Context: an optimization exercise on an open-source flow, tuned for small area, a short achievable clock period and few clock cycles. The choices shown serve that exercise and are no tape-out recipe.
RTL that was checked went through simulation tests only; none was proved equivalent to the original.
No driver is modelled on the clock port, so clock power and skew are understated where the tree is cut down; a real chip needs a root buffer or a tree.
Power is estimated from default activity; no workload was simulated.

// pyfpga_codec
module pyfpga_codec (
    input  wire        clk,
    input  wire        rst,           
    input  wire        cmd_valid,
    input  wire [49:0] cmd_word,      
    output wire        cmd_ready,
    output wire        rsp_valid,
    output wire [2:0]  rsp_status,
    output wire [31:0] rsp_data,
    output wire        tx_valid,
    output wire [7:0]  tx_data,
    output wire        link_poll,
    input  wire [7:0]  link_avail,
    output wire        rx_pop,
    input  wire [7:0]  rx_byte
);
Size: about 120 I/O pins, roughly 2900 µm² of cells after synthesis.
Settings: LEC_CHECK=0, CAP_MARGIN=20, CORE_MARGIN=2, CORE_UTILIZATION=65, PLACE_DENSITY=0.75, SETUP_SLACK_MARGIN=2.88, SLEW_MARGIN=20, SYNTH_HIERARCHICAL=1, SYNTH_MINIMUM_KEEP_SIZE=0; clock period 4.5 ns.
standard.sh (not shown) runs the stock make flow with config.mk's settings and CLKGATE_MAP_FILE= SYNTH_SCRIPT=/design/flow/synth_recipe.tcl, a recipe that flattens the netlist after the stock synthesis.
==> flow/flow/run.sh <==
#!/bin/bash
set -euo pipefail
here=$(pwd)
bash standard.sh "BUFFER_PORTS_ARGS=-buffer_cell sky130_fd_sc_hd__buf_1" \
  "PRE_CTS_TCL=$here/flow/flat_cts.tcl" finish > standard_flow.log 2>&1
==> flow/flow/flat_cts.tcl <==
set nbuf 3
if {[info exists ::env(CTS_FLAT_BUFS)]} { set nbuf $::env(CTS_FLAT_BUFS) }
set block [ord::get_db_block]
set db [ord::get_db]
set clk_port [lindex [all_clocks] 0]
set clk_name [get_property [lindex [get_property $clk_port sources] 0] name]
set clk_net [$block findNet $clk_name]
set master [$db findMaster sky130_fd_sc_hd__clkbuf_16]

# the clock pins the port drives, sorted by x
set sinks {}
foreach it [$clk_net getITerms] {
  set inst [$it getInst]
  set loc [$inst getLocation]
  lappend sinks [list [lindex $loc 0] [lindex $loc 1] $it]
}
set sinks [lsort -integer -index 0 $sinks]
set n [llength $sinks]
puts "flat_cts: $n clock pins, $nbuf buffers"

for {set k 0} {$k < $nbuf} {incr k} {
  set lo [expr {$k * $n / $nbuf}]
  set hi [expr {($k + 1) * $n / $nbuf - 1}]
  set grp [lrange $sinks $lo $hi]
  set sx 0; set sy 0
  foreach s $grp { incr sx [lindex $s 0]; incr sy [lindex $s 1] }
  set cx [expr {$sx / [llength $grp]}]
  set cy [expr {$sy / [llength $grp]}]
  set buf [odb::dbInst_create $block $master "clkbuf_flat_$k"]
  set net [odb::dbNet_create $block "clknet_flat_$k"]
  $net setSigType CLOCK
  [$buf findITerm A] connect $clk_net
  [$buf findITerm X] connect $net
  foreach s $grp {
    set it [lindex $s 2]
    $it disconnect
    $it connect $net
  }
  $buf setLocation $cx $cy
  $buf setPlacementStatus PLACED
  puts "flat_cts: clkbuf_flat_$k drives [llength $grp] pins from ($cx, $cy)"
}
$clk_net setSigType CLOCK

# TritonCTS is not run: the tree above is the clock tree
proc clock_tree_synthesis {args} { puts "flat_cts: clock_tree_synthesis skipped" }
set_propagated_clock [all_clocks]
==> next run, changes <==
Settings changed: SETUP_SLACK_MARGIN 2.88 to 2.8.
Setup slack improved by 0.025 ns.
Area after synthesis is unchanged.
Cell area came out lower by 1.9%.
No functional check of the RTL was part of any run of this note. No run of this note takes its clock network from TritonCTS; it comes from the design's own scripts or RTL.

---

Setup of JK:
The RTL this note starts from:
==> flow/design.v <==
module pyfpga_codec (
    input  wire        clk,
    input  wire        rst,           
    input  wire        cmd_valid,
    input  wire [49:0] cmd_word,      
    output wire        cmd_ready,
    output wire        rsp_valid,
    output wire [2:0]  rsp_status,
    output wire [31:0] rsp_data,
    output wire        tx_valid,
    output wire [7:0]  tx_data,
    output wire        link_poll,
    input  wire [7:0]  link_avail,
    output wire        rx_pop,
    input  wire [7:0]  rx_byte
);
    reg         ready;        
    reg         txv;          
    reg         poll;         
    reg         pop;          
    reg         rspv;         
    reg  [3:0]  cnt;          
    reg         vphase;       
    reg         plst;         
    reg         rxl;          
    reg         cml, cmh;     
    reg         mv;           
    reg  [1:0]  op;
    reg  [12:0] ahi;          
    reg  [34:0] pl;           
    reg  [7:0]  txq;
    reg  [2:0]  st;
    wire        op_ok    = cmd_word[49] | cmd_word[48];
    wire        accept   = cmd_valid & ready & op_ok;
    wire        wvw      = op[1] & op[0] & ~vphase;   
    wire        zd       = ~op[1] | vphase;           
    wire        av_hi0, av_mid0, av_lo0, avail_ok;
    pyfpga_codec_nor3  u_av_hi  (.a(link_avail[7]), .b(link_avail[6]), .c(link_avail[5]), .y(av_hi0));
    pyfpga_codec_nor2  u_av_mid (.a(link_avail[4]), .b(link_avail[3]), .y(av_mid0));
    pyfpga_codec_nand3 u_av_lo  (.a(link_avail[2]), .b(link_avail[1]), .c(link_avail[0]), .y(av_lo0));
    pyfpga_codec_nand3 u_av     (.a(av_hi0), .b(av_mid0), .c(av_lo0), .y(avail_ok));
    wire        last     = (cnt[2:0] == 3'd6);
    wire [2:0]  nidx = txv ? (cnt[2:0] + 3'd1) : 3'd0;
    reg  [6:0]  nbyte;
    always @(*) begin
        case (nidx)
            3'd0:    nbyte = {1'b0, ahi[12:7]};
            3'd1:    nbyte = ahi[6:0];
            3'd2:    nbyte = zd ? {pl[34:32], 4'b0000} : pl[34:28];
            default: nbyte = zd ? 7'd0 : pl[34:28];
        endcase
    end
    wire        pl_in  = pop & zd;
    wire [6:0]  pl_low = pl_in ? rx_byte[6:0] : pl[34:28];
    wire [34:0] pl_sh  = {pl[27:0], pl_low};
    wire [34:0] pl_nx  = ready ? cmd_word[34:0] : pl_sh;
    wire [34:0] pl_d;
    wire        pl_ld  = ready | mv;
    assign pl_d[34:32] = pl_ld ? pl_nx[34:32] : pl[34:32];
    genvar i;
    generate
        for (i = 0; i < 32; i = i + 1) begin : g_pl
            pyfpga_codec_mux3 u_next (.q(pl[i]), .sh(pl_sh[i]), .ld(cmd_word[i]),
                                      .mv(pl_ld), .sel_ld(ready), .y(pl_d[i]));
        end
    endgenerate
    wire        bad    = rx_byte[7] ^ cnt[0];      
    wire        err_n  = st[1] | bad;
    wire [6:0]  dx     = rx_byte[6:0] ^ pl[34:28];
    wire        diff   = (cmh & (|dx[6:4])) | (cml & (|dx[3:0]));
    wire [2:0]  st_nx = poll ? {1'b0, ~avail_ok, ~avail_ok} : {(st[2] | diff) & ~err_n, err_n, 1'b0};
    wire [2:0]  st_d;
    wire        st_ld  = poll | pop;
    generate
        for (i = 0; i < 3; i = i + 1) begin : g_st
            pyfpga_codec_mux2 u_hold (.a(st[i]), .b(st_nx[i]), .s(st_ld), .y(st_d[i]));
        end
    endgenerate
    wire        rb_ok    = rxl & wvw & ~st[1] & ~rx_byte[7];    
    wire        finish   = (plst & ~avail_ok) | (rxl & ~rb_ok);
    always @(posedge clk) begin
        if (rst) begin
            ready <= 1'b1;
            txv   <= 1'b0;
            poll  <= 1'b0;
            pop   <= 1'b0;
            rspv  <= 1'b0;
            plst  <= 1'b0;
            rxl   <= 1'b0;
        end else begin
            ready <= ready ? ~accept : finish;
            txv   <= accept | (txv & ~last) | rb_ok;
            poll  <= (txv & last) | (poll & ~plst & ~avail_ok);
            pop   <= (poll & avail_ok) | (pop & ~last);
            rspv  <= finish;
            plst  <= poll & (cnt == 4'd8);
            rxl   <= pop & (cnt[2:0] == 3'd5);
        end
    end
    always @(posedge clk) begin
        if (ready | ((txv | pop) & last) | (poll & avail_ok))
            cnt <= 4'd0;
        else
            cnt <= cnt + 4'd1;
        mv   <= (txv & (cnt[2:0] <= 3'd4)) | (pop & (cnt[2:0] >= 3'd1) & (cnt[2:0] <= 3'd5));
        cml  <= vphase & pop & (cnt[2:0] >= 3'd1) & (cnt[2:0] <= 3'd5);
        cmh  <= vphase & pop & (cnt[2:0] >= 3'd2) & (cnt[2:0] <= 3'd5);
        if (ready)
            vphase <= 1'b0;
        else if (rb_ok)
            vphase <= 1'b1;
        pl <= pl_d;
        if (ready) begin
            op  <= cmd_word[49:48];
            ahi <= cmd_word[47:35];
            txq <= {1'b0, cmd_word[49], cmd_word[47:42]};
        end else begin
            txq <= {nidx[0], nbyte};
        end
        st <= st_d;
    end
    assign cmd_ready  = ready;
    assign rsp_valid  = rspv;
    assign rsp_status = st;
    assign rsp_data   = pl[31:0];
    assign tx_valid   = txv;
    assign tx_data    = txq;
    assign link_poll  = poll;
    assign rx_pop     = pop;
endmodule
module pyfpga_codec_nor2 (input wire a, input wire b, output wire y);
    assign y = ~(a | b);
endmodule
module pyfpga_codec_nor3 (input wire a, input wire b, input wire c, output wire y);
    assign y = ~(a | b | c);
endmodule
module pyfpga_codec_nand3 (input wire a, input wire b, input wire c, output wire y);
    assign y = ~(a & b & c);
endmodule
module pyfpga_codec_mux3 (
    input  wire q,        
    input  wire sh,       
    input  wire ld,       
    input  wire mv,       
    input  wire sel_ld,   
    output wire y
);
    assign y = mv ? (sel_ld ? ld : sh) : q;
endmodule
module pyfpga_codec_mux2 (input wire a, input wire b, input wire s, output wire y);
    assign y = s ? b : a;
endmodule
make LEC_CHECK=0 CAP_MARGIN=20 CORE_MARGIN=2 CORE_UTILIZATION=40 PLACE_DENSITY=0.6 SETUP_SLACK_MARGIN=2.72 SLEW_MARGIN=20 SYNTH_HIERARCHICAL=1 SYNTH_MINIMUM_KEEP_SIZE=0 finish   # period 4.5 ns
run.sh (not shown) runs the stock make flow with config.mk's settings and CLKGATE_MAP_FILE= SYNTH_SCRIPT=/design/flow/synth_recipe.tcl, a recipe that flattens the netlist after the stock synthesis.
Stock flow here: none of the scripts above is used.
Testbench counts of JK, summed over its fixed seeds: cycles 68,159.
Edits applied to the flow inputs when going from JK to MS:
Settings: changing SETUP_SLACK_MARGIN from 2.72 to 2.9.
==> flow/flow/run.sh (new file) <==
#!/bin/bash
set -euo pipefail
bash standard.sh "BUFFER_PORTS_ARGS=-buffer_cell sky130_fd_sc_hd__buf_1" finish > standard_flow.log 2>&1
==> flow/standard.sh (new file) <==
#!/bin/bash
# synth_recipe.tcl (not shown) runs the flow's synth.tcl, then flattens the netlist and writes it again
# the make line also repeats each setting of config.mk as NAME=value (left out here)
make -C /OpenROAD-flow-scripts/flow DESIGN_CONFIG=/design/flow/config.mk WORK_HOME=/design/flow/orfs CLKGATE_MAP_FILE= SYNTH_SCRIPT=/design/flow/synth_recipe.tcl "${@:-finish}"
removed: flow/run.sh
==> comparison <==
In the flow results for MS and JK, the power attributed to the clock group is larger on MS.
When MS is measured against JK, its number of global-route vias before repair turns out 3.6% higher.
MS vs. JK: net switching power figure rose by about 4.6%; time the final worst path needs with I/O delays and setup down 0.014 ns; post-place setup slack now sits higher; routed wire length higher.
Going from JK to MS, final design area excluding fillers rose 19 um^2, global-route usage rose 0.58 points, total chip power now larger.

what the ideal ports hide:
Ports are ideal in the flow. The routed layouts listed here were re-timed in OpenROAD. Step 1 sets driving cells, clkbuf_16 on the clock port and buf_2 on the other inputs (assumed; they add their load-dependent delay and slew). Step 2 times the ports against the registers' clock, not the clock port: input delays grow and output delays shrink by t, the midpoint of the rising clock arrivals with the driver on. a / b / c = ideal ports / drivers / drivers and shift; a / b = the first two.
run	t (ns)	setup slack, ns	worst hold slack (ns)	worst setup path after step 2	worst register clock-pin slew, ns
the first run of note 1	0.213	2.806 / 2.806 / 2.629	0.491 / 0.491 / 0.491	input to register	0.10 / 0.10
the second run of note 1	0.211	2.831 / 2.775 / 2.652	0.494 / 0.494 / 0.494	input to register	0.10 / 0.10
JK	0.369	2.769 / 2.735 / 2.435	0.482 / 0.482 / 0.482	input to register	0.08 / 0.08
MS	0.370	2.783 / 2.750 / 2.476	0.478 / 0.478 / 0.478	input to register	0.08 / 0.08
After both steps setup and hold are still met in every run listed. For JK, which loses most, drivers alone change the setup slack by -0.034 ns; drivers and shift together by -0.334 ns.
